From an optimization exercise on the open Yosys and OpenROAD flow, aimed at small area, a short achievable clock period and few clock cycles; shortcuts taken in it are not production practice.
RTL that was checked went through simulation tests only; none was proved equivalent to the original.
Power and IR drop assume default switching activity. The clock port is modelled as an ideal driver; clocking choices that lean on that would not hold on a real chip.

==> inputs of job 7882 <==
==> flow/design.v <==
module frx_rx (
    input  wire        clk,
    input  wire        rst,           
    input  wire        in_valid,
    input  wire [7:0]  in_data,
    input  wire        in_last,
    output wire        in_ready,
    output wire        out_valid,
    output wire [7:0]  out_data,
    output wire        out_last,
    input  wire        out_ready,
    output wire [31:0] bytes_read,
    output wire [31:0] bytes_invalid,
    output wire        idle
);
    localparam [7:0] HEAD = 8'hF7;
    localparam integer DF = 8;          
    localparam integer WD = 8;          
    localparam [2:0] E_CHK  = 3'd0,     
                     E_SCAN = 3'd1,     
                     E_SKIP = 3'd2,     
                     E_FRM  = 3'd3,     
                     E_CRC  = 3'd4,     
                     E_CRCD = 3'd5;     
    function [7:0] crc8_byte(input [7:0] c, input [7:0] d);
        integer i;
        reg [7:0] r;
        begin
            r = c ^ d;
            for (i = 0; i < 8; i = i + 1)
                r = r[7] ? ((r << 1) ^ 8'h07) : (r << 1);
            crc8_byte = r;
        end
    endfunction
    function [10:0] add10(input [9:0] x, input [9:0] y);
        integer i, k;
        reg [9:0] g, p, gn, pn;
        begin
            g = x & y;
            p = x ^ y;
            for (k = 1; k < 10; k = k * 2) begin
                gn = g; pn = p;
                for (i = k; i < 10; i = i + 1) begin
                    gn[i] = g[i] | (p[i] & g[i-k]);
                    pn[i] = p[i] & p[i-k];
                end
                g = gn; p = pn;
            end
            add10 = {g[9], (x ^ y) ^ {g[8:0], 1'b0}};
        end
    endfunction
    function [7:0] inc8(input [7:0] x, input c);
        integer i;
        reg [7:0] t;
        begin
            t[0] = c;
            for (i = 1; i < 8; i = i + 1)
                t[i] = t[i-1] & x[i-1];
            inc8 = x ^ t;
        end
    endfunction
    reg        rv;
    reg [7:0]  rdat;
    reg        rlast;
    reg        in_rdy;
    reg        mid_chunk;
    wire       in_fire = in_valid & in_rdy;
    assign in_ready = in_rdy;
    reg [10*WD-1:0] win;
    reg [3:0]  wc;
    wire [7:0] wd0  = win[7:0];
    wire       wl0  = win[8];
    wire       wf0  = win[9];
    wire [7:0] wd1  = win[17:10];
    wire [7:0] wd2  = win[27:20];
    wire [9:0] wnew = {rdat == HEAD, rlast, rdat};
    reg [2:0]  est;
    reg        resync;
    reg [2:0]  guard;
    reg [8:0]  frs;                     
    reg [7:0]  fl;                      
    reg        first;                   
    reg        flz;                     
    reg        fl1;                     
    reg [7:0]  crc;
    reg        em;                      
    reg [7:0]  cstart;
    reg        cand_live;
    reg [8:0]  inv_add, rd_add;
    reg [9:0]  inv_lo, rd_lo;
    reg [7:0]  inv_h1, inv_h2, rd_h1, rd_h2;
    reg [5:0]  inv_h3, rd_h3;
    reg        inv_c1, inv_c2, inv_c3, rd_c1, rd_c2, rd_c3;
    reg [2047:0] ring;
    reg [7:0]  a;                       
    reg [7:0]  W;                       
    reg        adj;                     
    reg        fa;                      
    reg [8*DF-1:0] fq;
    reg [3:0]  fcnt;
    reg        act;                     
    reg [7:0]  P;                       
    reg        hit;                     
    reg        ost_len;                 
    reg [7:0]  rem;
    reg        rem1;                    
    reg        v0, v1, l0, l1;
    reg [7:0]  d0, d1;
    reg        idle_r;
    assign out_valid     = v0;
    assign out_data      = d0;
    assign out_last      = l0;
    assign bytes_read    = {rd_h3, rd_h2, rd_h1, rd_lo};
    assign bytes_invalid = {inv_h3, inv_h2, inv_h1, inv_lo};
    assign idle          = idle_r;
    wire [7:0] tap  = ring[2047:2040];
    wire [7:0] fq0  = fq[7:0];
    wire       fne  = (fcnt != 4'd0);
    wire       full_q = fcnt[3];
    wire       room     = !(v0 & v1);
    wire       take     = hit & room;
    wire       take_a   = take & !act;              
    wire       tlast    = act & !ost_len & rem1;
    wire       rempty   = !act & !fne & !cand_live;
    wire       writable = rempty | fa | take;
    reg        pop, we, push;
    reg [2:0]  est_n, guard_n;
    reg        resync_n, cand_live_n;
    reg        inc1, addf_inv, addf_rd;
    wire [7:0] crc_upd = crc8_byte(crc, wd0);
    wire       wc1 = (wc != 4'd0);
    wire       wc6 = (wc >= 4'd6);
    always @(*) begin
        pop = 1'b0; we = 1'b0; push = 1'b0;
        est_n = est; guard_n = guard; resync_n = resync;
        cand_live_n = cand_live;
        inc1 = 1'b0; addf_inv = 1'b0; addf_rd = 1'b0;
        case (est)
            E_CHK, E_SCAN: begin
                if (est == E_SCAN && wc1 && !wf0) begin
                    pop = 1'b1; inc1 = 1'b1;
                    if (guard != 3'd0)
                        guard_n = guard - 3'd1;
                    else if (wl0) begin
                        resync_n = 1'b1;           
                        est_n    = E_CHK;
                    end
                end else if (est == E_SCAN && wc1 && !wc6) begin
                    resync_n = 1'b0;               
                    est_n    = E_CHK;
                end else if (wc6) begin
                    if (est == E_SCAN) resync_n = 1'b0;
                    pop = 1'b1;
                    if ((est == E_CHK && resync) || !wf0) begin
                        inc1    = 1'b1;
                        est_n   = E_SCAN;
                        guard_n = 3'd4;
                    end else if (wd2 < 8'd3) begin
                        inc1    = 1'b1;
                        est_n   = E_SKIP;
                        guard_n = 3'd2;
                    end else
                        est_n   = E_FRM;
                end
            end
            E_SKIP: begin
                if (wc1) begin
                    pop = 1'b1; inc1 = 1'b1;
                    if (guard == 3'd1) begin
                        est_n   = E_SCAN;
                        guard_n = 3'd2;
                    end else
                        guard_n = guard - 3'd1;
                end
            end
            E_FRM: begin
                if (wc1 && writable && (first || adj)) begin
                    pop = 1'b1; we = 1'b1;
                    if (first) cand_live_n = 1'b1;
                    if (flz) begin
                        if (em && !full_q) begin
                            push        = 1'b1;    
                            addf_rd     = 1'b1;
                            cand_live_n = 1'b0;
                            est_n       = E_CRCD;
                        end else
                            est_n = E_CRC;
                    end
                end
            end
            E_CRC: begin
                if (wc1) begin
                    if (wd0 == crc) begin
                        if (!full_q) begin
                            pop = 1'b1; push = 1'b1;
                            addf_rd     = 1'b1;
                            cand_live_n = 1'b0;
                            est_n       = E_CHK;
                        end
                    end else begin
                        pop = 1'b1;
                        addf_inv    = 1'b1;
                        cand_live_n = 1'b0;
                        if (wl0) begin
                            resync_n = 1'b1;
                            est_n    = E_CHK;
                        end else begin
                            est_n    = E_SCAN;
                            guard_n  = 3'd0;
                        end
                    end
                end
            end
            E_CRCD: begin
                if (wc1) begin
                    pop   = 1'b1;
                    est_n = E_CHK;
                end
            end
            default: est_n = E_CHK;
        endcase
    end
    wire       chk_go = (est == E_CHK || est == E_SCAN) && wc6 && wf0 &&
                        !(est == E_CHK && resync) && !(wd2 < 8'd3);
    wire [7:0] a1     = a + 8'd1;
    wire       act_n  = take ? !(act & tlast) : act;
    wire       eqP    = (a1 == P);
    wire       eqH    = (a1 == fq0);
    wire       eqC    = (a1 == cstart);
    wire       fne_n  = fne ? !(take_a && fcnt == 4'd1) || push : push;
    wire       hit_n  = act_n ? (take | eqP) : (fne ? eqH : (push & eqC));
    wire       xcmp   = act_n ? !(take | eqP) :
                        (fne ? !eqH : ((we & first) | !eqC));
    wire       rempty_n = !act_n & !fne_n & !cand_live_n;
    wire       aW     = (a == W);
    wire       eff    = fa | take | rempty;
    wire       fa_n   = rempty_n | (eff ? xcmp : aW);
    wire [3:0] wc_n   = wc + {3'd0, rv} - {3'd0, pop};
    wire       in_rdy_n = pop ? ((wc + {3'd0, rv}) <= 4'd7) || ((wc + {3'd0, rv}) == 4'd8 && !in_fire)
                              : ((wc + {3'd0, rv}) <= 4'd6) || ((wc + {3'd0, rv}) == 4'd7 && !in_fire);
    wire       quiet  = !mid_chunk & !rv & !act & !fne & !v0 & !v1 &
                        (!wc1 || (est == E_CHK && !wc6)) &
                        (inv_add == 9'd0) & (rd_add == 9'd0) &
                        !inv_c1 & !inv_c2 & !inv_c3 & !rd_c1 & !rd_c2 & !rd_c3;
    wire [10:0] inv_sum = add10(inv_lo, {1'b0, inv_add});
    wire [10:0] rd_sum  = add10(rd_lo,  {1'b0, rd_add});
    integer i;
    always @(posedge clk) begin
        ring <= {ring[2039:0], (we ? wd0 : tap)};
        if (rst) begin
            rv        <= 1'b0;
            in_rdy    <= 1'b1;
            mid_chunk <= 1'b0;
            wc        <= 4'd0;
            est       <= E_CHK;
            resync    <= 1'b0;
            guard     <= 3'd0;
            cand_live <= 1'b0;
            inv_add   <= 9'd0;
            rd_add    <= 9'd0;
            inv_lo    <= 10'd0;
            rd_lo     <= 10'd0;
            inv_h1    <= 8'd0;
            inv_h2    <= 8'd0;
            inv_h3    <= 6'd0;
            rd_h1     <= 8'd0;
            rd_h2     <= 8'd0;
            rd_h3     <= 6'd0;
            inv_c1    <= 1'b0;
            inv_c2    <= 1'b0;
            inv_c3    <= 1'b0;
            rd_c1     <= 1'b0;
            rd_c2     <= 1'b0;
            rd_c3     <= 1'b0;
            a         <= 8'd0;
            fa        <= 1'b1;
            adj       <= 1'b0;
            fcnt      <= 4'd0;
            act       <= 1'b0;
            hit       <= 1'b0;
            v0        <= 1'b0;
            v1        <= 1'b0;
            idle_r    <= 1'b0;
        end else begin
            rv     <= in_fire;
            if (in_fire) mid_chunk <= !in_last;
            in_rdy <= in_rdy_n;
            wc <= wc_n;
            for (i = 0; i < WD; i = i + 1) begin
                if (pop) begin
                    if (rv && wc == i + 1)
                        win[10*i +: 10] <= wnew;
                    else if (i < WD - 1)
                        win[10*i +: 10] <= win[10*(i+1) +: 10];
                end else if (rv && wc == i)
                    win[10*i +: 10] <= wnew;
            end
            est       <= est_n;
            guard     <= guard_n;
            resync    <= resync_n;
            cand_live <= cand_live_n;
            inv_add <= inc1 ? 9'd1 : (addf_inv ? frs : 9'd0);
            rd_add  <= addf_rd ? frs : 9'd0;
            inv_lo  <= inv_sum[9:0];
            inv_c1  <= inv_sum[10];
            inv_h1  <= inc8(inv_h1, inv_c1);
            inv_c2  <= inv_c1 & (&inv_h1);
            inv_h2  <= inc8(inv_h2, inv_c2);
            inv_c3  <= inv_c2 & (&inv_h2);
            inv_h3  <= inc8({2'b00, inv_h3}, inv_c3);
            rd_lo   <= rd_sum[9:0];
            rd_c1   <= rd_sum[10];
            rd_h1   <= inc8(rd_h1, rd_c1);
            rd_c2   <= rd_c1 & (&rd_h1);
            rd_h2   <= inc8(rd_h2, rd_c2);
            rd_c3   <= rd_c2 & (&rd_h2);
            rd_h3   <= inc8({2'b00, rd_h3}, rd_c3);
            a   <= a1;
            fa  <= fa_n;
            adj <= we | aW;
            hit <= hit_n;
            if (take_a) begin
                for (i = 0; i < DF - 1; i = i + 1)
                    fq[8*i +: 8] <= (push && fcnt == i + 1) ? cstart : fq[8*(i+1) +: 8];
            end else if (push) begin
                for (i = 0; i < DF; i = i + 1)
                    if (fcnt == i) fq[8*i +: 8] <= cstart;
            end
            fcnt <= fcnt + {3'd0, push} - {3'd0, take_a};
            act <= act_n;
            if (take) begin
                P <= a1;
                if (!act)
                    ost_len <= 1'b1;
                else if (ost_len) begin
                    ost_len <= 1'b0;
                    rem     <= tap - 8'd1;
                    rem1    <= (tap == 8'd2);
                end else begin
                    rem     <= rem - 8'd1;
                    rem1    <= (rem == 8'd2);
                end
            end
            if (!v0 || out_ready) begin
                if (v1) begin
                    v0 <= 1'b1; d0 <= d1; l0 <= l1;
                    v1 <= 1'b0;
                end else if (take) begin
                    v0 <= 1'b1; d0 <= tap; l0 <= tlast;
                end else
                    v0 <= 1'b0;
            end else if (take) begin
                v1 <= 1'b1; d1 <= tap; l1 <= tlast;
            end
            idle_r <= quiet && !in_fire;
        end
        rdat  <= in_data;
        rlast <= in_last;
        if (chk_go) begin
            frs   <= {1'b0, wd2} + 9'd3;
            fl    <= wd2;
            first <= 1'b1;
            flz   <= 1'b0;
            fl1   <= 1'b0;
            crc   <= 8'd0;
        end else if (we) begin
            fl    <= fl - 8'd1;
            first <= 1'b0;
            flz   <= fl1;
            fl1   <= (fl == 8'd2);
            if (!first) crc <= crc_upd;
        end
        em <= (wc >= 4'd3) && fl1 && we &&
              (crc8_byte(crc_upd, wd1) == wd2);
        if (we) begin
            W <= a;
            if (first) cstart <= a;
        end
    end
endmodule
==> flow/run.sh <==
#!/bin/bash
# synth_recipe.tcl (not shown) runs the flow's synth.tcl, then flattens the netlist and writes it again
# the make line also repeats each setting of config.mk as NAME=value (left out here)
make -C /OpenROAD-flow-scripts/flow DESIGN_CONFIG=/design/flow/config.mk WORK_HOME=/design/flow/orfs CLKGATE_MAP_FILE= SYNTH_SCRIPT=/design/flow/synth_recipe.tcl finish
==> flow/config.mk <==
export PLATFORM = sky130hd
export DESIGN_NAME = frx_rx
export DESIGN_NICKNAME = frx_rx
export VERILOG_FILES = /design/flow/design.v
export SDC_FILE = /design/flow/constraint.sdc
export NUM_CORES = 4
export LEC_CHECK = 0
export CAP_MARGIN = 20
export CORE_MARGIN = 2
export CORE_UTILIZATION = 40
export SLEW_MARGIN = 20
export SYNTH_MEMORY_MAX_BITS = 16384
==> flow/constraint.sdc <==
create_clock -name core_clock -period 12.0 [get_ports {clk}]
set_input_delay 2.4000 -clock core_clock [delete_from_list [all_inputs] [get_ports {clk}]]
set_output_delay 2.4000 -clock core_clock [all_outputs]
set_load 0.01 [all_outputs]
==> inputs of job 2190, as changes to job 7882 <==
--- a/flow/design.v
+++ b/flow/design.v
@@ -67,12 +67,12 @@
     wire       in_fire = in_valid & in_rdy;
     assign in_ready = in_rdy;
-    reg [10*WD-1:0] win;
+    reg [9*WD-1:0] win;
     reg [3:0]  wc;
     wire [7:0] wd0  = win[7:0];
     wire       wl0  = win[8];
-    wire       wf0  = win[9];
-    wire [7:0] wd1  = win[17:10];
-    wire [7:0] wd2  = win[27:20];
-    wire [9:0] wnew = {rdat == HEAD, rlast, rdat};
+    wire       wf0  = (wd0 == HEAD);
+    wire [7:0] wd1  = win[16:9];
+    wire [7:0] wd2  = win[25:18];
+    wire [8:0] wnew = {rlast, rdat};
     reg [2:0]  est;
     reg        resync;
@@ -87,5 +87,5 @@
     reg [7:0]  cstart;
     reg        cand_live;
-    reg [8:0]  inv_add, rd_add;
+    reg        inv_one, inv_fr, rd_fr;   
     reg [9:0]  inv_lo, rd_lo;
     reg [7:0]  inv_h1, inv_h2, rd_h1, rd_h2;
@@ -235,5 +235,5 @@
     wire       aW     = (a == W);
     wire       eff    = fa | take | rempty;
-    wire       fa_n   = rempty_n | (eff ? xcmp : aW);
+    wire       fa_n   = rempty_n | ((eff | aW) & xcmp);
     wire [3:0] wc_n   = wc + {3'd0, rv} - {3'd0, pop};
     wire       in_rdy_n = pop ? ((wc + {3'd0, rv}) <= 4'd7) || ((wc + {3'd0, rv}) == 4'd8 && !in_fire)
@@ -241,6 +241,8 @@
     wire       quiet  = !mid_chunk & !rv & !act & !fne & !v0 & !v1 &
                         (!wc1 || (est == E_CHK && !wc6)) &
-                        (inv_add == 9'd0) & (rd_add == 9'd0) &
+                        !inv_one & !inv_fr & !rd_fr &
                         !inv_c1 & !inv_c2 & !inv_c3 & !rd_c1 & !rd_c2 & !rd_c3;
+    wire [8:0]  inv_add = inv_fr ? frs : {8'd0, inv_one};
+    wire [8:0]  rd_add  = rd_fr ? frs : 9'd0;
     wire [10:0] inv_sum = add10(inv_lo, {1'b0, inv_add});
     wire [10:0] rd_sum  = add10(rd_lo,  {1'b0, rd_add});
@@ -257,6 +259,7 @@
             guard     <= 3'd0;
             cand_live <= 1'b0;
-            inv_add   <= 9'd0;
-            rd_add    <= 9'd0;
+            inv_one   <= 1'b0;
+            inv_fr    <= 1'b0;
+            rd_fr     <= 1'b0;
             inv_lo    <= 10'd0;
             rd_lo     <= 10'd0;
@@ -290,9 +293,9 @@
                 if (pop) begin
                     if (rv && wc == i + 1)
-                        win[10*i +: 10] <= wnew;
+                        win[9*i +: 9] <= wnew;
                     else if (i < WD - 1)
-                        win[10*i +: 10] <= win[10*(i+1) +: 10];
+                        win[9*i +: 9] <= win[9*(i+1) +: 9];
                 end else if (rv && wc == i)
-                    win[10*i +: 10] <= wnew;
+                    win[9*i +: 9] <= wnew;
             end
             est       <= est_n;
@@ -300,6 +303,7 @@
             resync    <= resync_n;
             cand_live <= cand_live_n;
-            inv_add <= inc1 ? 9'd1 : (addf_inv ? frs : 9'd0);
-            rd_add  <= addf_rd ? frs : 9'd0;
+            inv_one <= inc1;
+            inv_fr  <= addf_inv;
+            rd_fr   <= addf_rd;
             inv_lo  <= inv_sum[9:0];
             inv_c1  <= inv_sum[10];
==> flow/flow/run.sh (new file) <==
#!/bin/bash
# The standard layout (the standard.sh: unchanged synthesis, floorplan,
# placement, CTS and routing) with two changes in how it is made:
#  - timing repair is asked to leave more setup slack than the default, so the
#    resizer also works on paths that already meet the clock period;
#  - clock tree synthesis clusters up to 30 sinks within 70 um per leaf buffer
#    and inserts no dummy loads.
set -euo pipefail
export SETUP_SLACK_MARGIN=8.6
export CTS_ARGS="-sink_clustering_enable -repair_clock_nets -dont_use_dummy_load -sink_clustering_size 30 -sink_clustering_max_diameter 70"
bash standard.sh > standard_flow.log 2>&1
==> flow/standard.sh (new file) <==
#!/bin/bash
# synth_recipe.tcl (not shown) runs the flow's synth.tcl, then flattens the netlist and writes it again
# the make line also repeats each setting of config.mk as NAME=value (left out here)
make -C /OpenROAD-flow-scripts/flow DESIGN_CONFIG=/design/flow/config.mk WORK_HOME=/design/flow/orfs CLKGATE_MAP_FILE= SYNTH_SCRIPT=/design/flow/synth_recipe.tcl "${@:-finish}"
CORE_UTILIZATION = 65   (was 40)
removed: flow/run.sh
==> comparison <==
Against job 2190, the final cell count of job 7882 is higher by 21%.
Against job 2190, the power of job 7882 is larger by 39%.
Of job 2190 and job 7882, job 7882 has the higher via count (gap about 4%, measured against job 7882).
In job 7882 the synthesized cell count is higher than in job 2190, by about 0.75%.
In job 7882 the register-to-register slack is worse than in job 2190, by 0.99 ns.
Against job 2190, the core utilization of job 7882 is lower by 24 points.
Critical path depth is the same in job 2190 and job 7882.
Between job 2190 and job 7882, the lower non-clock buffer count is in job 7882 (gap 55).
Final area: job 7882 is larger than job 2190 (about 9%).
Job 2190 finished clean. Job 7882 passed the timing, design-rule and antenna checks.
Maximum frequency: job 2190 is larger than job 7882 (19%).
In job 7882 the worst hold slack is better than in job 2190, by 0.015 ns.
==> figures <==
	job 7882	job 2190
Well-tap cell count	1903	1155
Routed length on met3	3.77 mm	3.70 mm
Worst slack at placement	7.46 ns	7.61 ns
Inverters, non-clock	55	59
Detailed-route via count	24235	23320
Hpwl dp	42.9 mm	46.1 mm
Maximum fanout count along the critical path	5	1
Number of nets at the end of the flow	3842	3766
Share of final layout cell area taken by clock buffers and inverters	10.4%	3.73%
Worst Max-Slew Pin Slew	1.02 ns	0.876 ns
Number of non-clock buffers in the layout	97	152
Reg-to-reg startpoint	win[3]$_DFFE_PP_	fcnt[3]$_SDFF_PP0_
Number of placed instances with taps included	5443	4671
Status	no timing/DRC/antenna violations	no timing/DRC/antenna violations
Number of detailed-routing iterations run before antenna repair	8	5
Initial antenna violation count	0	2
Clock network power	6630 uW	3530 uW
Met1 Routed Length	38.8 mm	39.3 mm
Layout-to-synthesis area ratio	1.176x	1.093x
Count of unique library cells instantiated by Yosys	80	75
Arrival time of the worst setup path	1.82 ns	1.15 ns
Power of the sequential group	8520 uW	8050 uW
Logic depth of the worst register-to-register path	9	10
Testbench counts of job 2190, summed over its fixed seeds: cycles 98,274.
The RTL of job 7882 was laid out without a check of its function.

==> static timing again, ports no longer ideal <==
In the flow no input, the clock included, has a driving cell. The finished layouts below were timed again as built, in two steps.
Step 1 sets driving cells, clkbuf_16 on the clock port and buf_2 on the other inputs (assumed; they add their load-dependent delay and slew).
Step 2 moves the port delays by t, midway between the first and last clock arrival at a register: inputs arrive t later, outputs are due t later. That takes back most of the time a late clock gives input paths.
a / b / c = ideal ports / drivers / drivers and shift; a / b = the first two.
run | shift t [ns] | setup slack, ns | clock arrival spread, ns | worst register clock-pin slew, ns | pins driven straight from the clock port
job 7882 | 0.840 | 7.779 / 7.715 / 7.636 | 0.068 / 0.068 | 0.07 / 0.07 | 1
job 2190 | 0.701 | 8.448 / 8.384 / 7.981 | 0.107 / 0.107 | 0.11 / 0.11 | 1
After both steps every run listed still meets setup and hold. The setup slack of job 2190, which loses most, moves by -0.064 ns with the drivers and by -0.467 ns with both steps.
